Context: an optimization exercise on an open-source flow, tuned for small area and a short achievable clock period. The choices shown serve that exercise and are no tape-out recipe.
No functional check of the RTL was part of any run shown here.
Power and IR drop assume default switching activity.

==> flow/design.v <==
module robbus_engine (
    input  wire         clk,
    input  wire         ev_valid,
    input  wire [9:0]   ev,
    input  wire [7:0]   store_rdata,
    input  wire [127:0] h_reply,
    output wire         tx_valid,
    output wire [7:0]   tx_data,
    output wire         store_we,
    output wire [7:0]   store_wdata,
    output wire         h_call,
    output wire [127:0] h_arg
);
    localparam [2:0] RX_IDLE   = 3'd0;
    localparam [2:0] RX_WADDR  = 3'd1;
    localparam [2:0] RX_WGMASK = 3'd2;
    localparam [2:0] RX_WLEN   = 3'd3;
    localparam [2:0] RX_WDATA  = 3'd4;
    localparam [2:0] RX_WCSUM  = 3'd5;
    localparam [2:0] TX_IDLE  = 3'd0;
    localparam [2:0] TX_START = 3'd1;
    localparam [2:0] TX_ADDR  = 3'd2;
    localparam [2:0] TX_LEN   = 3'd3;
    localparam [2:0] TX_DATA  = 3'd4;
    reg [7:0]   addr;
    reg [2:0]   rx_state;
    reg         rx_esc;
    reg         is_svc;
    reg         is_grp;
    reg [7:0]   rx_nsum;     
    reg [7:0]   grp_x;       
    reg [7:0]   rx_len;
    reg [7:0]   rx_idx;
    reg [511:0] bm;          
    reg [2:0]   tx_state;
    reg         tx_esc;
    reg [7:0]   tx_nsum;     
    reg [7:0]   tx_rem;      
    reg [6:0]   tx_idx;      
    reg         tx_svc;      
    wire [7:0] buf0 = bm[7:0];
    wire [7:0] buf1 = bm[15:8];
    wire [7:0] buf2 = bm[23:16];
    wire [7:0] buf3 = bm[31:24];
    wire       ev_rx    = ev_valid & ~ev[9] & ~ev[8];
    wire       ev_tick  = ev_valid & ~ev[9] &  ev[8];
    wire       ev_reset = ev_valid &  ev[9] & ~ev[8];
    wire [7:0] b        = ev[7:0];
    wire       b_small  = (b[7:2] == 6'd0);
    wire       cls_esc  = ev_rx & ~rx_esc & b_small & (b[1:0] == 2'd0);
    wire       cls_mark = ev_rx & ~rx_esc & b_small & (b[1:0] != 2'd0);
    wire       cls_data = ev_rx & (rx_esc | ~b_small);
    wire [7:0] v        = rx_esc ? {b[7:2] - 6'd1, b[1:0]} : b;
    wire st_idle  = (rx_state == RX_IDLE);
    wire st_waddr = (rx_state == RX_WADDR);
    wire st_wgm   = (rx_state == RX_WGMASK);
    wire st_wlen  = (rx_state == RX_WLEN);
    wire st_wdata = (rx_state == RX_WDATA);
    wire st_wcsum = (rx_state == RX_WCSUM);
    wire [7:0] csum_tgt = rx_esc ? {rx_nsum[7:2] + 6'd1, rx_nsum[1:0]} : rx_nsum;
    wire       tgt_ok   = rx_esc | (csum_tgt[7:2] != 6'd0);
    wire       csum_ok  = ev_rx & st_wcsum & tgt_ok & (b == csum_tgt);
    wire ca_valid  = (buf2 == addr) & (buf3 == (addr ^ buf1));
    wire svc_echo  = (buf0 == 8'h10);
    wire svc_desc  = (buf0 == 8'h11);
    wire svc_ca    = (buf0 == 8'h12) & ca_valid;
    wire h_wr      = csum_ok & ~is_svc;                  
    wire svc_wr    = csum_ok & is_svc & (svc_desc | svc_ca);
    wire do_echo   = csum_ok & is_svc & svc_echo;
    wire do_prime  = (h_wr & ~is_grp) | svc_wr | do_echo;
    assign h_call      = h_wr;
    assign store_we    = csum_ok & is_svc & svc_ca;
    assign store_wdata = buf1;
    assign h_arg       = bm[127:0];
    wire       rx_wr = cls_data & st_wdata & ~rx_idx[7] & ~rx_idx[6];
    wire [7:0] wbus  = {8{~ev[9]}} & (st_wdata ? v : 8'h10);
    genvar gk;
    generate
        for (gk = 0; gk < 64; gk = gk + 1) begin : g_buf
            wire en = ev_reset | (rx_wr & (rx_idx[5:0] == gk))
                    | ((gk < 16) ? h_wr : 1'b0)
                    | ((gk < 2) ? svc_wr : 1'b0);
            wire [7:0] d;
            if (gk < 16) begin : g_h
                assign d = h_wr ? h_reply[8*gk +: 8] : wbus;
            end else begin : g_n
                assign d = wbus;
            end
            always @(posedge clk)
                if (en) bm[8*gk +: 8] <= d;
        end
    endgenerate
    wire [7:0] tx_rd  = tx_idx[6] ? 8'h00 : bm[8*tx_idx[5:0] +: 8];
    wire       tx_more = (tx_rem != 8'd0);
    reg [7:0] tx_v;
    reg       tx_add;
    always @(*) begin
        tx_v   = 8'h00;
        tx_add = 1'b0;
        case (tx_state)
            TX_ADDR: begin tx_v = addr | 8'h80; tx_add = 1'b1; end
            TX_LEN:  begin tx_v = tx_rem;       tx_add = 1'b1; end
            TX_DATA: begin
                if (tx_more) begin tx_v = tx_rd; tx_add = 1'b1; end
                else           tx_v = tx_nsum;
            end
            default: ;
        endcase
    end
    wire tx_small = (tx_v[7:2] == 6'd0);
    wire tx_done  = tx_esc | ~tx_small;
    wire tx_act   = (tx_state != TX_IDLE);
    assign tx_valid = ev_tick & tx_act;
    assign tx_data  = (tx_state == TX_START) ? {6'd0, ~tx_svc, tx_svc} :
                      tx_esc ? {tx_v[7:2] + 6'd1, tx_v[1:0]} :
                      tx_small ? 8'h00 : tx_v;
    always @(posedge clk) begin
        if (ev_reset) begin
            addr     <= store_rdata;
            rx_state <= RX_IDLE;
            rx_esc   <= 1'b0;
            tx_state <= TX_IDLE;
            tx_esc   <= 1'b0;
        end else if (ev_rx) begin
            rx_esc <= cls_esc;
            if (cls_mark) begin
                rx_nsum  <= 8'h00;
                is_svc   <= (b[1:0] == 2'd1);
                is_grp   <= (b[1:0] == 2'd3);
                rx_state <= RX_WADDR;
            end else if (cls_data) begin
                rx_nsum <= rx_nsum - v;
                case (rx_state)
                    RX_WADDR: begin
                        grp_x <= v ^ addr;
                        if (v[7])
                            rx_state <= RX_IDLE;
                        else if (is_grp)
                            rx_state <= RX_WGMASK;
                        else if (v == addr)
                            rx_state <= RX_WLEN;
                        else
                            rx_state <= RX_IDLE;
                    end
                    RX_WGMASK: begin
                        if ((v & grp_x) == 8'h00)
                            rx_state <= RX_WLEN;
                        else
                            rx_state <= RX_IDLE;
                    end
                    RX_WLEN: begin
                        rx_len   <= v;
                        rx_idx   <= 8'h00;
                        rx_state <= (v == 8'h00) ? RX_WCSUM : RX_WDATA;
                    end
                    RX_WDATA: begin
                        rx_idx <= rx_idx + 8'd1;
                        if (rx_idx + 8'd1 == rx_len)
                            rx_state <= RX_WCSUM;
                    end
                    RX_WCSUM: begin
                        rx_state <= RX_IDLE;
                        if (svc_ca)
                            if (csum_ok & is_svc) addr <= buf1;
                        if (do_prime) begin
                            tx_svc   <= is_svc;
                            tx_rem   <= ~is_svc ? 8'd16 : svc_echo ? rx_len : 8'd2;
                            tx_idx   <= 7'd0;
                            tx_nsum  <= 8'h00;
                            tx_esc   <= 1'b0;
                            tx_state <= TX_START;
                        end
                    end
                    default: ;
                endcase
            end
        end else if (ev_tick) begin
            case (tx_state)
                TX_START: tx_state <= TX_ADDR;
                TX_ADDR, TX_LEN, TX_DATA: begin
                    tx_esc <= ~tx_done;
                    if (tx_done) begin
                        if (tx_add)
                            tx_nsum <= tx_nsum - tx_v;
                        case (tx_state)
                            TX_ADDR: tx_state <= TX_LEN;
                            TX_LEN:  tx_state <= TX_DATA;
                            default: begin
                                if (tx_more) begin
                                    tx_rem <= tx_rem - 8'd1;
                                    if (~tx_idx[6])
                                        tx_idx <= tx_idx + 7'd1;
                                end else
                                    tx_state <= TX_IDLE;
                            end
                        endcase
                    end
                end
                default: ;
            endcase
        end
    end
endmodule
==> flow/run.sh <==
#!/bin/bash
# synth_recipe.tcl (not shown) runs the flow's synth.tcl, then flattens the netlist and writes it again
# the make line also repeats each setting of config.mk as NAME=value (left out here)
make -C /OpenROAD-flow-scripts/flow DESIGN_CONFIG=/design/flow/config.mk WORK_HOME=/design/flow/orfs CLKGATE_MAP_FILE= SYNTH_SCRIPT=/design/flow/synth_recipe.tcl finish
==> flow/config.mk <==
export PLATFORM = sky130hd
export DESIGN_NAME = robbus_engine
export DESIGN_NICKNAME = robbus_engine
export VERILOG_FILES = /design/flow/design.v
export SDC_FILE = /design/flow/constraint.sdc
export NUM_CORES = 4
export LEC_CHECK = 0
export CAP_MARGIN = 20
export CORE_MARGIN = 2
export CORE_UTILIZATION = 40
export SLEW_MARGIN = 20
==> flow/constraint.sdc <==
create_clock -name core_clock -period 6.0 [get_ports {clk}]
set_input_delay 1.2000 -clock core_clock [delete_from_list [all_inputs] [get_ports {clk}]]
set_output_delay 1.2000 -clock core_clock [all_outputs]
set_load 0.01 [all_outputs]
==> run summary, run 1 <==
* Largest net degree at the start of global routing at 131
* Met2 usage at 36.57%
* Clock-pin slew on the worst setup and hold paths at 0.06 ns
* Fin Setup TNS at 0 ns
* Root buffer cell: clkbuf_16
* Initial Util at 40.25%
* Max Cap Viol at 0
* Syn avg cell area at 14.78 um2
* Initial antenna violation count at 1
* R2R Path End: tx_nsum[7]
* Layout cells sized above 1 at 16.00%
* Area growth syn-to-layout at 20.51%
* Commonest non-fill, non-tap cell in the layout: edfxtp_1
* Synthesized area at 27460 um2
* CTS Buf Count at 61
* Status: timing/DRC/antenna clean
* Final Critical Period at 5.873 ns
* CTS Sinks at 586
* Post-Route WL at 80130 um
* GP Congestion at 0.9046
* Final antenna-violating net count at 0
* Met1 Use GR at 31.01%
* Syn. warnings at 1
* Num rows at 96
* Yosys top cell area share at 63.21%
* Number of iterations in the first detailed-routing pass at 5
* H-tree level count at 2
* HPWL Detailed at 56570 um
* Vias in the first global route at 16820
* Vias at 17070
* Die area at 70760 um2
* Setup Skew at 0.05488 ns
* Vias/cell at 5.615
* CTS max path bufs at 3
* Crit path arrival time at 4.67 ns
* Drt wl/cell at 26.37 um
* Setup crit end kind: output port
* Die H at 266.0 um
* Synth area leader: edfxtp_1
* IO buf count at 294
* CP Launch Type: flop
* Period utilization at 97.89%
* Fin area at 33090 um2
* Clock latency on the worst-skew pair at 0.66 ns
* Slew HR at 30.24%
* Core Area at 68230 um2
* R2r setup slk at 1.06 ns
* R2r startpoint: tx_idx[0]
* First-pass GRT wire length at 115000 um
* Nets at 2284
* RSZ-0062 raised after global routing: no
* Fin. max-slew vios at 0
* Syn_nets at 2033
* Capture point of the critical path: tx_data[7]
* Number of remaining DRC errors at 0
* CTS tree: built
* Post-CTS Hold Fix Bufs at 0
* Most frequent cells in the layout: edfxtp_1 (578), clkdlybuf4s50_1 (294), nand2_1 (163), buf_4 (119), mux4_2 (107)
* FF-to-FF path depth at 18
* Post-synth cell types at 71
* Synth area leaders: edfxtp_1 (63%), mux4_2 (8.8%), buf_4 (4.0%)
* Setup violators final at 0
* GR peak layer: met2
* Final Hold Violating Endpoints at 0
* Critical path class: flop to output port
* Core Util, Final at 48.50%
* Worst vdd ir at 0.0002332 V
* Crit path max fanout at 13
* Post-DP Area at 31060 um2
* Worst Tran Pin Value at 1.044 ns
* Critical path startpoint: tx_idx[3]
* Ports at 295
* DR iter-0 viols at 1966
* FFs w/ async S/R, synth at 0%
* Total global routing overflow at 0
* Synthesized flop and latch total at 586
* GRT Util Overall at 22.25%
* Mapped Cells at 1858
* Power density cells at 272.3 nW/um2
* Worst min path class: flop to flop
* CP Data Required Time at 4.80 ns
* Met3 Resource Use GR at 3.503%
* Fmax at 170.3 MHz
* Total Power at 9.010 mW
* EDFF count, synth at 578
* Top_reg_cell synth: edfxtp_1
* Leak pwr at 12.32 nW
* Register area share after synthesis at 63.79%
* Die Width at 266.0 um
state kept, by name (all words and copies together), names as in the netlist, 7 cells and up:
| signal | count |
|---|---|
| tx_rem | 8 |
| grp_x | 8 |
| rx_idx | 8 |
| tx_nsum | 8 |
| addr | 8 |
| tx_idx | 7 |
| rx_nsum | 8 |
| rx_len | 8 |
| bm | 512 |
how the worst min path moves through the flow:
stage                     depth (start not counted)         from           to  slack (ns)
after CTS                                         2  tx_state[1]  tx_state[1]        0.58
final                                             2  tx_state[1]  tx_state[1]        0.57
after floorplan                                   2  tx_state[1]  tx_state[1]        0.51
after global placement                            2  tx_state[1]  tx_state[1]        0.54
after detailed placement                          2  tx_state[1]  tx_state[1]        0.57
after global routing                              2  tx_state[1]  tx_state[1]        0.62
layer usage:
layer | vias up | routed length (um)
li1 | 7467 | -
met1 | 8803 | 34010
met2 | 685 | 38570
met3 | 110 | 5729
met4 | 0 | 1825
met5 | - | 0
power by group:
part | switching, mW | internal (mW) | total (mW)
Combinational | 0.408 | 0.363 | 0.771
Clock | 1.59 | 2.00 | 3.59
Sequential | 0.0666 | 4.58 | 4.65
Total | 2.07 | 6.94 | 9.01
worst max-delay path, stage by stage (launching register included):
cell and delay (ns):
edfxtp_1 0.77, nor2b_1 0.79, buf_4 0.29, a21oi_1 0.12, o21ai_0 0.19, nand3_1 0.19, nand3_1 0.23, inv_1 0.09
nor4_1 0.37, xor2_1 0.37, clkdlybuf4s50_1 0.61
cell families after synthesis:
group	after synthesis	synth area share, %
AND/OR/NAND/NOR	371	6.265
multiplexers	199	12.14
flip-flops	586	63.79
AO/OA/AOI/OAI	323	7.892
XOR/XNOR	81	2.583
adder cells (fa/ha/maj)	27	1.285
buffers and inverters	271	6.046
cells in the mapped netlist (17+ instances only):
library cell / n
a21o_1: 105
a21oi_1: 36
a22oi_1: 17
buf_4: 145
clkbuf_1: 64
edfxtp_1: 578
ha_1: 25
inv_1: 35
mux2i_1: 90
mux4_2: 107
nand2_1: 163
nand3_1: 25
nor2_1: 78
nor2b_1: 18
o21ai_0: 95
xnor2_1: 48
xor2_1: 33
area by class of cell:
class / count / area [um2]
fillers: 5793 / 35130
clock buffers: 76 / 1583
repair buffers: 423 / 4060
multi-input cells: 1001 / 8389
well taps: 882 / 1104
flip-flops and latches: 586 / 17520
clock inverters: 34 / 301.5
diodes: 1 / 2.502
inverters: 36 / 135.1
what timing repair did:
| action | CTS | global route |
|---|---|---|
| endpoints found under the setup margin | 4 | 5 |
| cloned | 1 | 1 |
| pin swaps | 0 | 2 |
| resized for setup | 4 | 10 |
| hold endpoints to repair | 0 | 0 |
| setup buffers | 2 | 2 |
stage by stage:
| stage | std cells | setup WS [ns] | hold slack (ns) |
|---|---|---|---|
| 5_1_grt | 3039 | 0.01166 | 0.6182 |
| 3_3_place_gp | 2922 | 0.5096 | 0.5443 |
| 6_report | 3039 | 0.1269 | 0.5710 |
| 4_1_cts | 3035 | 0.03128 | 0.5763 |
| 3_5_place_dp | 2922 | 0.4857 | 0.5667 |
| 2_1_floorplan | 1858 | 1.230 | 0.5128 |
==> inputs of run 2 (changes only) <==
--- a/flow/config.mk
+++ b/flow/config.mk
@@ -9,3 +9,4 @@
 export CORE_MARGIN = 2
 export CORE_UTILIZATION = 40
+export SETUP_SLACK_MARGIN = 2.0
 export SLEW_MARGIN = 20
==> run 2 against run 1 <==
- synthesized cell count unchanged
- combinational power is 9.6% higher
- flip-flop and latch count did not move
- core utilization rose by 1.9 points
- worst setup slack gained 0.64 ns
- final cell count up 2.2%
- clock power is 7.0% higher
- die area is the same
- non-clock buffer count up 66
- highest routed layer unchanged
==> run summary, run 2 <==
* Crit path max fanout at 14 (+1)
* Yosys top cell area share at 63.21% (unchanged)
* Reg with most FFs: bm
* Leak pwr at 12.96 nW (+5.2%)
* Layout cells sized above 1 at 22.66% (+6.7 points)
* Synthesized area at 27460 um2 (unchanged)
* Synth area leader: edfxtp_1
* Critical path class: flop to output port
* Mapped Cells at 1858 (unchanged)
* FILL cells at 5686 (-1.8%)
* Initial antenna violation count at 0 (-1)
* Number of remaining DRC errors at 0 (unchanged)
* Min-Delay Endpoint: tx_state[1]
* Worst vdd ir at 0.0002522 V (+8.1%)
* IO buf count at 294 (unchanged)
* Core Area at 68230 um2 (unchanged)
* Period utilization at 87.25% (-11 points)
* Fin. max-slew vios at 0 (unchanged)
* Vias at 17580 (+3.0%)
* R2r setup slk at 1.25 ns (+0.19 ns)
* Register area share after synthesis at 63.79% (unchanged)
* CTS max path bufs at 3 (unchanged)
* Final Hold Violating Endpoints at 0 (unchanged)
* H-tree level count at 2 (unchanged)
* Critical path startpoint: tx_idx[0]
* Setup violators final at 0 (unchanged)
* Setup crit end kind: output port
* GP Congestion at 0.9228 (+2.0%)
* Vias in the first global route at 17540 (+4.3%)
* Commonest non-fill, non-tap cell in the layout: edfxtp_1
* Final Critical Period at 5.235 ns (-0.6383 ns)
* R2r startpoint: tx_idx[0]
* WHS at 0.5593 ns (-0.01173 ns)
* Vias/cell at 5.658 (+0.76%)
* Status: timing/DRC/antenna clean
* Syn. warnings at 1 (unchanged)
* Reg area at 17520 um2 (about the same)
* Worst hold start: tx_state[1]
* Syn avg cell area at 14.78 um2 (unchanged)
* HPWL Detailed at 56400 um (-0.29%)
* Area growth syn-to-layout at 25.20%
* Max Cap Viol at 0 (unchanged)
* FFs w/ async S/R, synth at 0% (unchanged)
* Drt wl/cell at 26.68 um (+1.2%)
* Initial Util at 40.25% (unchanged)
* First-pass GRT wire length at 119400 um (+3.9%)
* Number of iterations in the first detailed-routing pass at 6 (+1)
* Root buffer cell: clkbuf_16
* R2R Path End: tx_nsum[7]
* FF-to-FF path depth at 22 (+4)
* Post-synth cell types at 71 (unchanged)
* Post-Route WL at 82910 um (+3.5%)
* Top_reg_cell synth: edfxtp_1
* Syn_nets at 2033 (unchanged)
* Total global routing overflow at 0 (unchanged)
* RSZ-0062 raised after global routing: yes
* EDFF count, synth at 578 (unchanged)
* Final antenna-violating net count at 0 (unchanged)
* GRT Util Overall at 23.13% (+0.88 points)
* CP Launch Type: flop
* Die H at 266.0 um (unchanged)
* Placed Cells at 2913 (-0.31%)
* Fin Setup TNS at 0 ns (unchanged)
* Count leader, synth: edfxtp_1
* Worst Tran Pin Value at 1.126 ns (+0.08202 ns)
* Die area at 70760 um2 (unchanged)
* Pre-CTS setup slack at 0.6690 ns (+0.1833 ns)
* Clock latency on the worst-skew pair at 0.67 ns (about the same)
* Nets at 2349 (+2.8%)
* Non-Filler Instances at 3107 (+2.2%)
* Area of the multi-input gates at 8828 um2 (+5.2%)
* Ports at 295 (unchanged)
* CP Data Required Time at 4.80 ns (about the same)
* CTS Buf Count at 60 (-1.6%)
* Synthesized flop and latch total at 586 (unchanged)
* Most common library cells after synthesis: edfxtp_1 (578), nand2_1 (163), buf_4 (145), mux4_2 (107), a21o_1 (105)
* Die Width at 266.0 um (unchanged)
* Fin worst setup slack at 0.7652 ns (+0.6383 ns)
* Crit path arrival time at 4.03 ns (-0.64 ns)
* Synth area leaders: edfxtp_1 (63%), mux4_2 (8.8%), buf_4 (4.0%)
* Clock-pin slew on the worst setup and hold paths at 0.06 ns (about the same)
* DR iter-0 viols at 2000 (+1.7%)
* Setup Skew at 0.05833 ns (+0.003448 ns)
* Power density cells at 271.6 nW/um2 (-0.24%)
* Worst min path class: flop to flop
* Largest net degree at the start of global routing at 82 (-37%)
* Num rows at 96 (unchanged)
* Fmax at 191.0 MHz (+12%)
* WHS Path Cells at 2 (unchanged)
* Slew HR at 24.66% (-5.6 points)
* Most frequent cells in the layout: edfxtp_1 (578), clkdlybuf4s50_1 (272), nand2_1 (158), buf_4 (150), mux4_2 (107)
* CTS tree: built
* Number of flip-flops in the largest register at 512 (unchanged)
* CTS Sinks at 586 (unchanged)
-- run 2: cell types whose count changed in the layout (fill, tap and decap cells not counted), moves of 6 or more --
cell             before  now
buf_2                 0    8
o21ai_2               1    9
o21ai_0              84   78
clkdlybuf4s50_1     294  272
buf_4               119  150
clkinv_1             17   10
nor2_1               72   65
mux2i_1              89   83
buf_6                 1   32
buf_16                2    8
-- run 2: worst max path at each step --
stage                            end  slack [ns]  cells after the start
after global routing      tx_data[0]        0.66                     18
after global placement    tx_data[0]        0.72                     11
final                     tx_data[0]        0.77                     10
after CTS                 tx_data[0]        0.70                     12
after floorplan           tx_data[0]        1.48                     14
after detailed placement  tx_data[0]        0.67                     11
-- run 2: kinds of logic (layout without fill, tap and decap cells) --
| family | count (synthesis) | in the layout | share of synthesized area (%) |
|---|---|---|---|
| xor gates and xnor gates | 81 | 81 | 2.583 |
| AOI/OAI and AO/OA | 323 | 323 | 7.892 |
| other | 0 | 1 | 0 |
| and+or+nand+nor | 371 | 371 | 6.265 |
| adders and majority gates | 27 | 27 | 1.285 |
| muxes | 199 | 199 | 12.14 |
| DFF | 586 | 586 | 63.79 |
| buffers and inverters | 271 | 637 | 6.046 |
-- run 2: timing repair --
item | in CTS | in global routing
hold buffers | 0 | 0
buffers inserted | 51 | 21
pin swaps | 20 | 42
gates resized for setup | 142 | 92
hold endpoints to repair | 0 | 0
gates cloned | 7 | 1
setup endpoints to repair | 135 | 99
-- run 2: stage by stage --
stage / power [mW] / util, % / instance area (um2)
2_1_floorplan: 5.139 / - / 27600
3_3_place_gp: 5.479 / 45.40 / 30970
3_5_place_dp: 5.492 / 45.42 / 30990
4_1_cts: 9.334 / 49.62 / 33850
5_1_grt: 9.596 / 50.39 / 34380
6_report: 9.338 / 50.39 / 34380
-- run 2: layer usage --
layer  vias up  wire length [um]  track usage [%]  part of all wire (%)
li1       7599                 -                -                     -
met1      9003             34150            31.87                    41
met2       838             40150            37.89                    48
met3       140              6477            4.011                   7.8
met4         0              2129            6.468                   2.6
met5         -                 0                0                     0
-- run 2: final cells by class --
type,count,share of cell area [%]
clock buffers,73,4.509
flip-flops and latches,586,50.96
diodes,1,0.007279
inverters,36,0.4003
clock inverters,39,1.325
multi-input cells,1001,25.68
well taps,882,3.210
repair buffers,489,13.91
-- run 2: critical path: stages (launching register included) --
cell      delay, ns
edfxtp_1       0.41
buf_6          0.13
buf_12         0.12
buf_16         0.17
mux4_2         0.55
mux4_2         0.57
a21oi_4        0.25
o211ai_1       0.22
or4_4          0.59
a22o_4         0.25
buf_6          0.11
-- run 2: report_power, final --
group          internal [mW]  switching [mW]
logic                  0.398           0.447
registers               4.58          0.0691
clock network           2.19            1.65
total                   7.17            2.16
==> inputs of run 3 (changes only) <==
--- a/flow/design.v
+++ b/flow/design.v
@@ -28,5 +28,5 @@
     reg         is_svc;
     reg         is_grp;
-    reg [7:0]   rx_nsum;     
+    reg [7:0]   rx_tgt;      
     reg [7:0]   grp_x;       
     reg [7:0]   rx_len;
@@ -39,4 +39,5 @@
     reg [6:0]   tx_idx;      
     reg         tx_svc;      
+    reg [7:0]   tx_cur;      
     wire [7:0] buf0 = bm[7:0];
     wire [7:0] buf1 = bm[15:8];
@@ -58,7 +59,6 @@
     wire st_wdata = (rx_state == RX_WDATA);
     wire st_wcsum = (rx_state == RX_WCSUM);
-    wire [7:0] csum_tgt = rx_esc ? {rx_nsum[7:2] + 6'd1, rx_nsum[1:0]} : rx_nsum;
-    wire       tgt_ok   = rx_esc | (csum_tgt[7:2] != 6'd0);
-    wire       csum_ok  = ev_rx & st_wcsum & tgt_ok & (b == csum_tgt);
+    wire       tgt_ok   = rx_esc | (rx_tgt[7:2] != 6'd0);
+    wire       csum_ok  = ev_rx & st_wcsum & tgt_ok & (b == rx_tgt);
     wire ca_valid  = (buf2 == addr) & (buf3 == (addr ^ buf1));
     wire svc_echo  = (buf0 == 8'h10);
@@ -91,6 +91,7 @@
         end
     endgenerate
-    wire [7:0] tx_rd  = tx_idx[6] ? 8'h00 : bm[8*tx_idx[5:0] +: 8];
     wire       tx_more = (tx_rem != 8'd0);
+    wire [6:0] tx_idx1 = tx_idx + 7'd1;
+    wire [7:0] tx_rd1  = tx_idx1[6] ? 8'h00 : bm[8*tx_idx1[5:0] +: 8];
     reg [7:0] tx_v;
     reg       tx_add;
@@ -102,5 +103,5 @@
             TX_LEN:  begin tx_v = tx_rem;       tx_add = 1'b1; end
             TX_DATA: begin
-                if (tx_more) begin tx_v = tx_rd; tx_add = 1'b1; end
+                if (tx_more) begin tx_v = tx_cur; tx_add = 1'b1; end
                 else           tx_v = tx_nsum;
             end
@@ -124,11 +125,13 @@
         end else if (ev_rx) begin
             rx_esc <= cls_esc;
+            if (cls_esc)
+                rx_tgt <= rx_tgt + 8'd4;
             if (cls_mark) begin
-                rx_nsum  <= 8'h00;
+                rx_tgt   <= 8'h00;
                 is_svc   <= (b[1:0] == 2'd1);
                 is_grp   <= (b[1:0] == 2'd3);
                 rx_state <= RX_WADDR;
             end else if (cls_data) begin
-                rx_nsum <= rx_nsum - v;
+                rx_tgt <= rx_tgt - b;
                 case (rx_state)
                     RX_WADDR: begin
@@ -190,5 +193,5 @@
                                     tx_rem <= tx_rem - 8'd1;
                                     if (~tx_idx[6])
-                                        tx_idx <= tx_idx + 7'd1;
+                                        tx_idx <= tx_idx1;
                                 end else
                                     tx_state <= TX_IDLE;
@@ -201,3 +204,14 @@
         end
     end
+    wire [7:0] h_at_tx = h_reply[8*tx_idx[3:0] +: 8];
+    always @(posedge clk) begin
+        if (ev_tick & (tx_state == TX_DATA) & tx_done & tx_more)
+            tx_cur <= tx_rd1;
+        else if (do_prime)
+            tx_cur <= h_wr ? h_reply[7:0] : svc_wr ? 8'h10 : buf0;
+        else if (h_wr & (tx_idx[6:4] == 3'd0))
+            tx_cur <= h_at_tx;
+        else if (rx_wr & (rx_idx[5:0] == tx_idx[5:0]) & ~tx_idx[6])
+            tx_cur <= wbus;
+    end
 endmodule
==> run 3 against run 2 <==
- die area up 5.5%
- non-clock buffer count is 61 lower
- flip-flop and latch count increased by 8
- worst setup slack improved by 0.82 ns
- register-to-register slack better by 0.81 ns
- global-route usage increased by 1.5 points
- clock skew down 0.029 ns
- design area grew 1.8%
- synthesized cell count grew 1.6%
- sequential share of layout area down 0.22 points
- wire length increased by 12%
- critical path type unchanged
- clock-buffer cell count decreased by 7
==> run summary, run 3 <==
* Status: timing/DRC/antenna clean
* GRT Util Overall at 24.60% (+1.5 points)
* Vias/cell at 5.818 (+2.8%)
* First-pass GRT wire length at 131900 um (+10%)
* Synthesized area at 28990 um2 (+5.6%)
* Layout cells sized above 1 at 23.98% (+1.3 points)
* Gate power share at 12.8% (+3.8 points)
* Clock power frac at 39.2% (-1.9 points)
* Top_reg_cell synth: edfxtp_1
* Critical path class: flop to output port
* Max Cap Viol at 0 (unchanged)
* Synth area leaders: edfxtp_1 (61%), mux4_2 (15%), buf_4 (3.6%)
* DR iter-0 viols at 1859 (-7.0%)
* Worst vdd ir at 0.0002480 V (-1.6%)
* Initial Util at 40.48% (+0.23 points)
* Number of remaining DRC errors at 0 (unchanged)
* Final antenna-violating net count at 0 (unchanged)
* Number of flip-flops in the largest register at 512 (unchanged)
* Num rows at 98 (+2.1%)
* Met1 Use GR at 33.46% (+1.6 points)
* Ports at 295 (unchanged)
* Flop pwr share at 48.0% (-1.8 points)
* Largest net degree at the start of global routing at 130 (+59%)
* EDFF count, synth at 586 (+1.4%)
* HPWL Detailed at 66010 um (+17%)
* Post-Route WL at 92480 um (+12%)
* Final Hold Violating Endpoints at 0 (unchanged)
* Synthesized flop and latch total at 594 (+1.4%)
* Fin Setup TNS at 0 ns (unchanged)
* Net switching power at 2.399 mW (+11%)
* Internal power at 7.534 mW (+5.0%)
* Period utilization at 73.58% (-14 points)
* Die H at 273.2 um (+2.7%)
* Register area share after synthesis at 61.26% (-2.5 points)
* Commonest non-fill, non-tap cell in the layout: edfxtp_1
* Die Width at 273.2 um (+2.7%)
* CTS Sinks at 594 (+1.4%)
* Total global routing overflow at 0 (unchanged)
* Syn avg cell area at 15.36 um2 (+3.9%)
* CTS Buf Count at 59 (-1.7%)
* Setup Skew at 0.02953 ns (-0.02880 ns)
* H-tree level count at 2 (unchanged)
* Syn. warnings at 1 (unchanged)
* Final Critical Period at 4.415 ns (-0.8197 ns)
* Placed Cells at 2979 (+2.3%)
* Mapped Cells at 1887 (+1.6%)
* Most frequent cells in the layout: edfxtp_1 (586), clkdlybuf4s50_1 (273), mux4_2 (194), nand2_1 (157), buf_4 (126)
* CTS tree: built
* Critical path startpoint: tx_rem[0]
* Initial antenna violation count at 4 (+4)
* Syn_nets at 2063 (+1.5%)
* Delay-heaviest family, CP: simple AND/OR/NAND/NOR gates
* Number of iterations in the first detailed-routing pass at 5 (-1)
* Worst path slowest cell: edfxtp_1
* Met2 usage at 39.83% (+1.9 points)
* CTS max path bufs at 3 (unchanged)
* Worst path cell trace: inv_2 -> ha_4 -> nor3b_4 -> and2_4 -> mux2i_1 -> o22a_1 -> ha_2 -> nor2b_4 -> o21ai_1 -> and3b_1 -> and4b_2 -> nand2b_4 -> nor2_1 -> buf_2
* Setup crit end kind: output port
* Crit path largest cell delay at 0.42 ns (-0.17 ns)
* RSZ-0062 raised after global routing: yes
* Power density cells at 283.8 nW/um2 (+4.5%)
* Vias at 18200 (+3.5%)
* CP Launch Type: flop
* Post-synth cell types at 64 (-9.9%)
* Clock latency on the worst-skew pair at 0.65 ns (-0.02 ns)
* Worst hold start: rx_state[1]
* Clock-pin slew on the worst setup and hold paths at 0.07 ns (about the same)
* Crit path arrival time at 3.22 ns (-0.81 ns)
* R2r startpoint: tx_idx[1]
* Synth area leader: edfxtp_1
* Reg with most FFs: bm
* CP Data Required Time at 4.80 ns (about the same)
* Drt wl/cell at 29.56 um (+11%)
* Worst min path class: flop to flop
* Post-CTS Hold Fix Bufs at 0 (unchanged)
* Crit path buffers/inverters at 2 (-2)
* GP Congestion at 0.9928 (+7.6%)
* IO buf count at 294 (unchanged)
* Count leader, synth: edfxtp_1
* Leak pwr at 12.72 nW (-1.9%)
* Worst Tran Pin Value at 1.122 ns (-0.004166 ns)
* Crit path max fanout at 5 (-9)
* Die area at 74640 um2 (+5.5%)
* Nets at 2303 (-2.0%)
* GR peak layer: met2
* Core Area at 71610 um2 (+5.0%)
* Yosys top cell area share at 60.70% (-2.5 points)
* Non-Filler Instances at 3129 (+0.71%)
* Most common library cells after synthesis: edfxtp_1 (586), mux4_2 (194), nand2_1 (158), buf_4 (139), a21o_1 (104)
* Met3 Resource Use GR at 5.535% (+1.5 points)
* Slew HR at 24.71% (+0.053 points)
* Setup violators final at 0 (unchanged)
* Vias in the first global route at 18200 (+3.8%)
* FFs w/ async S/R, synth at 0% (unchanged)
* Root buffer cell: clkbuf_16
* Fin. max-slew vios at 0 (unchanged)
* Fmax at 226.5 MHz (+19%)
* Sw frac at 24.15% (+0.99 points)
* Area growth syn-to-layout at 20.76%
run 3: worst paths after layout:
check,cells past startpoint,slack (ns),to
worst max register to register,9,2.06,tx_cur[1]
worst min-delay path,2,0.58,rx_state[1]
worst min register to register,2,0.58,rx_state[1]
worst max-delay path,14,1.58,tx_data[2]
run 3: routing by layer:
layer / share of wire (%) / vias up
met3: 9.3 / 124
met4: 2.6 / 0
met2: 48 / 902
li1: - / 7678
met1: 40 / 9499
met5: 0 / -
run 3: logic make-up (layout without fill, tap and decap cells):
family | Yosys count | in the layout | synth area share, %
flip-flops | 594 | 594 | 61.26
XOR/XNOR | 83 | 83 | 2.555
multiplexers | 237 | 237 | 16.60
AO/OA/AOI/OAI | 291 | 291 | 6.582
adder cells (fa/ha/maj) | 28 | 28 | 1.260
AND/OR/NAND/NOR | 366 | 366 | 6.017
buffers and inverters | 288 | 578 | 5.723
other | 0 | 2 | 0
run 3: final cells by class:
cell class              count  area, um2
fillers                  6084      36600
flip-flops and latches    594      17760
multi-input cells        1005       9841
repair buffers            428       4014
clock buffers              66       1503
well taps                 950       1189
clock inverters            45      546.8
inverters                  39      148.9
diodes                      2      5.005
run 3: worst min-delay path, delay by kind of cell (launching register included):
kind	cells	cell delay (ns)
flops	1	0.37
simple gates	2	0.17
run 3: power by group through the flow:
stage / combinational [mW] / clock (mW) / sequential (mW)
after floorplan: 0.759 / 0 / 4.79
after global placement: 1.17 / 0 / 4.84
after detailed placement: 1.18 / 0 / 4.85
after CTS: 1.23 / 3.96 / 4.76
after global routing: 1.36 / 4.13 / 4.77
final: 1.27 / 3.90 / 4.76
run 3: repair_timing:
item                                    CTS  global route
pin swaps                                12            14
endpoints found under the setup margin  411           250
cloned                                    1             0
gates resized for setup                 102            23
buffers inserted                         26            10
run 3: through the flow:
stage	utilization (%)	total power [mW]	hold slack [ns]	area (um2)	worst slack, ns
3_5_place_dp	45.30	6.024	0.5553	32440	0.8797
4_1_cts	48.69	9.948	0.5649	34870	1.591
6_report	48.88	9.934	0.5776	35000	1.585
5_1_grt	48.88	10.25	0.6303	35000	1.414
3_3_place_gp	45.30	6.007	0.5475	32440	0.8436
2_1_floorplan	-	5.545	0.5235	29010	1.946
==> inputs of run 4 (changes only) <==
==> flow/flow/run.sh (new file) <==
#!/bin/bash
# The standard layout, with the port buffers made of the smallest buffer cell.
set -euo pipefail
export BUFFER_PORTS_ARGS="-buffer_cell sky130_fd_sc_hd__buf_1"
bash standard.sh > standard_flow.log 2>&1
==> flow/standard.sh (new file) <==
#!/bin/bash
# synth_recipe.tcl (not shown) runs the flow's synth.tcl, then flattens the netlist and writes it again
# the make line also repeats each setting of config.mk as NAME=value (left out here)
make -C /OpenROAD-flow-scripts/flow DESIGN_CONFIG=/design/flow/config.mk WORK_HOME=/design/flow/orfs CLKGATE_MAP_FILE= SYNTH_SCRIPT=/design/flow/synth_recipe.tcl "${@:-finish}"
removed: flow/run.sh
==> run 4 against run 3 <==
- maximum frequency is 0.94% higher
- worst setup slack better by 0.041 ns
- worst hold slack improved by 0.019 ns
- synthesized area unchanged
- final cell count up 0.13%
- combinational power down 13%
- clock-buffer cell count grew 19
- design area decreased by 5.3%
- sequential power hardly changed
- critical path type unchanged
- critical endpoint is now tx_data[3]
- highest routed layer unchanged
==> run summary, run 4 <==
* CP Data Required Time at 4.80 ns (about the same)
* Worst hold start: rx_state[1]
* Commonest non-fill, non-tap cell in the layout: edfxtp_1
* CTS max path bufs at 3 (unchanged)
* Vias at 18360 (+0.84%)
* Layout cells sized above 1 at 22.76% (-1.2 points)
* WHS Path Cells at 2 (unchanged)
* Post-CTS Hold Fix Bufs at 0 (unchanged)
* Status: timing/DRC/antenna clean
* WHS at 0.5968 ns (+0.01921 ns)
* Fin. max-slew vios at 0 (unchanged)
* Synthesized flop and latch total at 594 (unchanged)
* Nets at 2301 (-0.087%)
* Yosys top cell area share at 60.70% (unchanged)
* Vias in the first global route at 18330 (+0.69%)
* Period utilization at 72.90% (-0.68 points)
* Number of iterations in the first detailed-routing pass at 5 (unchanged)
* R2R Path End: tx_cur[1]
* FFs w/ async S/R, synth at 0% (unchanged)
* Total global routing overflow at 0 (unchanged)
* Slew HR at 21.96% (-2.8 points)
* RSZ-0062 raised after global routing: yes
* GP Congestion at 0.9889 (-0.39%)
* Num rows at 98 (unchanged)
* Crit path max fanout at 4 (-1)
* Initial antenna violation count at 9 (+5)
* Syn. warnings at 1 (unchanged)
* DR iter-0 viols at 2345 (+26%)
* Initial Util at 40.48% (unchanged)
* Number of flip-flops in the largest register at 512 (unchanged)
* Register area share after synthesis at 61.26% (unchanged)
* CTS Sinks at 594 (unchanged)
* Fmax at 228.6 MHz (+0.94%)
* Final Critical Period at 4.374 ns (-0.04100 ns)
* CTS tree: built
* Core Util, Final at 46.28% (-2.6 points)
* CTS Buf Count at 67 (+14%)
* Leak pwr at 11.94 nW (-6.1%)
* Area growth syn-to-layout at 14.33%
* Power density cells at 297.2 nW/um2 (+4.7%)
* Mapped Cells at 1887 (unchanged)
* Crit path largest cell delay at 0.42 ns (about the same)
* FF-to-FF path depth at 7 (-2)
* Worst path slowest cell: edfxtp_1
* Critical path class: flop to output port
* Setup Skew at 0.02880 ns (-0.0007293 ns)
* Ports at 295 (unchanged)
* Crit path arrival time at 3.17 ns (-0.05 ns)
* Setup crit end kind: output port
* First-pass GRT wire length at 127900 um (-3.0%)
* EDFF count, synth at 586 (unchanged)
* Worst path cell trace: inv_2 -> ha_4 -> nor3b_4 -> and2_4 -> mux2i_1 -> o22a_2 -> ha_1 -> nor2b_2 -> o21ai_1 -> and3b_1 -> and4b_2 -> nand2b_4 -> nor2_1 -> buf_2
* Clock latency on the worst-skew pair at 0.62 ns (-0.03 ns)
* Die area at 74640 um2 (unchanged)
* Fin Setup TNS at 0 ns (unchanged)
* Syn_nets at 2063 (unchanged)
* Reg with most FFs: bm
* Root buffer cell: clkbuf_16
* Post-synth cell types at 64 (unchanged)
* Crit path buffers/inverters at 2 (unchanged)
* Setup violators final at 0 (unchanged)
* H-tree level count at 3 (+1)
* Final Hold Violating Endpoints at 0 (unchanged)
* Die Width at 273.2 um (unchanged)
* Largest net degree at the start of global routing at 92 (-29%)
* Synthesized area at 28990 um2 (unchanged)
* Drt wl/cell at 28.19 um (-4.6%)
* CP Launch Type: flop
* IO buf count at 294 (unchanged)
* Synth area leader: edfxtp_1
* Pre-CTS setup slack at 1.282 ns (+0.4023 ns)
* Delay-heaviest family, CP: simple AND/OR/NAND/NOR gates
* Final antenna-violating net count at 0 (unchanged)
* Syn avg cell area at 15.36 um2 (unchanged)
* Synth area leaders: edfxtp_1 (61%), mux4_2 (15%), buf_4 (3.6%)
* Worst min path class: flop to flop
* Number of remaining DRC errors at 0 (unchanged)
* Min-Delay Endpoint: rx_state[1]
* HPWL Detailed at 62260 um (-5.7%)
* Max Cap Viol at 0 (unchanged)
* Most common library cells after synthesis: edfxtp_1 (586), mux4_2 (194), nand2_1 (158), buf_4 (139), a21o_1 (104)
* Core Area at 71610 um2 (unchanged)
* Post-DP Area at 30630 um2 (-5.6%)
* GRT Util Overall at 23.68% (-0.92 points)
* Worst vdd ir at 0.0001672 V (-33%)
* Worst Tran Pin Value at 1.141 ns (+0.01936 ns)
* Post-Route WL at 88310 um (-4.5%)
* Most frequent cells in the layout: edfxtp_1 (586), buf_1 (279), mux4_2 (194), nand2_1 (158), buf_4 (115)
* Top_reg_cell synth: edfxtp_1
* Vias/cell at 5.859 (+0.71%)
* R2r startpoint: tx_idx[0]
* Clock-pin slew on the worst setup and hold paths at 0.06 ns (about the same)
* Count leader, synth: edfxtp_1
* Fin area at 33140 um2 (-5.3%)
* Die H at 273.2 um (unchanged)
* R2r setup slk at 2.19 ns (+0.13 ns)
* Fin worst setup slack at 1.626 ns (+0.04100 ns)
-- run 4: cell counts after synthesis --
Identical to the previous run, type by type.
-- run 4: worst max path at each step --
stage              start          to  slack (ns)  cells past startpoint
2_1_floorplan      ev[1]      h_call        1.95                     10
3_3_place_gp       ev[4]      h_call        1.35                      8
3_5_place_dp       ev[9]     bm[384]        1.28                      8
4_1_cts        tx_rem[6]  tx_data[3]        1.64                     12
5_1_grt        tx_rem[6]  tx_data[3]        1.49                     12
6_report       tx_rem[0]  tx_data[3]        1.63                     14
-- run 4: cells by family after synthesis --
kind of cell	after synthesis	synth area share (%)
and+or+nand+nor	366	6.017
buffers and inverters	288	5.723
DFF	594	61.26
adders and majority gates	28	1.260
AOI/OAI and AO/OA	291	6.582
muxes	237	16.60
xor gates and xnor gates	83	2.555
-- run 4: cell type report --
cell class	count	area, um2
fill	6314	38470
sequential	594	17760
multi-input combinational	1007	9807
timing repair buffer	416	2125
clock buffer	85	1787
tap	950	1189
clock inverter	34	310.3
inverter	39	146.4
antenna	8	20.02
-- run 4: worst min-delay path: stages, from the launching register on --
cell and delay, ns:
dfxtp_1 0.37, nor2_1 0.13, nor3_1 0.06
-- run 4: report_power, final --
group          leakage, nW  internal, mW  switching [mW]
Clock                 1.03          2.30            1.68
Combinational         5.32         0.498           0.617
Sequential            5.60          4.66          0.0964
-- run 4: what timing repair did --
item / CTS / global route
pin swaps: 9 / 8
gates resized for setup: 35 / 22
cloned: 2 / 0
setup endpoints to repair: 162 / 418
setup buffers: 15 / 8
-- run 4: per-stage QoR --
stage                     std cells  total power, mW
final                          3133            9.850
after global routing           3129            10.17
after CTS                      3117            9.897
after detailed placement       2981            5.891
after global placement         2981            5.871
after floorplan                1887            5.545
-- run 4: metal layers --
| metal | track usage [%] | part of all wire [%] |
|---|---|---|
| met1 | 31.60 | 39 |
| met2 | 36.80 | 47 |
| met3 | 6.684 | 11 |
| met4 | 9.160 | 3.9 |
| met5 | 0 | 0 |

-- port drivers added, routing unchanged --
No port has a modelled driver above. Below, the same layouts with a new extraction and two added sets of constraints.
Step 1 sets driving cells, clkbuf_16 on the clock port and buf_2 on the other inputs (assumed; they add their load-dependent delay and slew).
Step 2 times the ports against the registers' clock, not the clock port: input delays grow and output delays shrink by t, the midpoint of the rising clock arrivals with the driver on.
a / b / c = no drivers / after step 1 / after step 2; a / b = the first two.
| run | t, ns | slack for setup (ns) | worst hold slack (ns) | worst setup path at the end | slew at the worst register clock pin (ns) |
|---|---|---|---|---|---|
| run 1 | 0.694 | 0.127 / 0.064 / 0.519 | 0.571 / 0.571 / 0.571 | input to output | 0.07 / 0.07 |
| run 2 | 0.700 | 0.765 / 0.702 / 1.120 | 0.559 / 0.559 / 0.559 | input to register | 0.07 / 0.07 |
| run 3 | 0.693 | 1.585 / 1.522 / 1.635 | 0.578 / 0.578 / 0.578 | input to register | 0.07 / 0.07 |
| run 4 | 0.667 | 1.626 / 1.563 / 1.588 | 0.597 / 0.597 / 0.597 | input to register | 0.06 / 0.06 |
After both steps setup and hold are still met in every run listed. The setup slack of run 4, which loses most, moves by -0.063 ns with the drivers and by -0.038 ns with both steps.
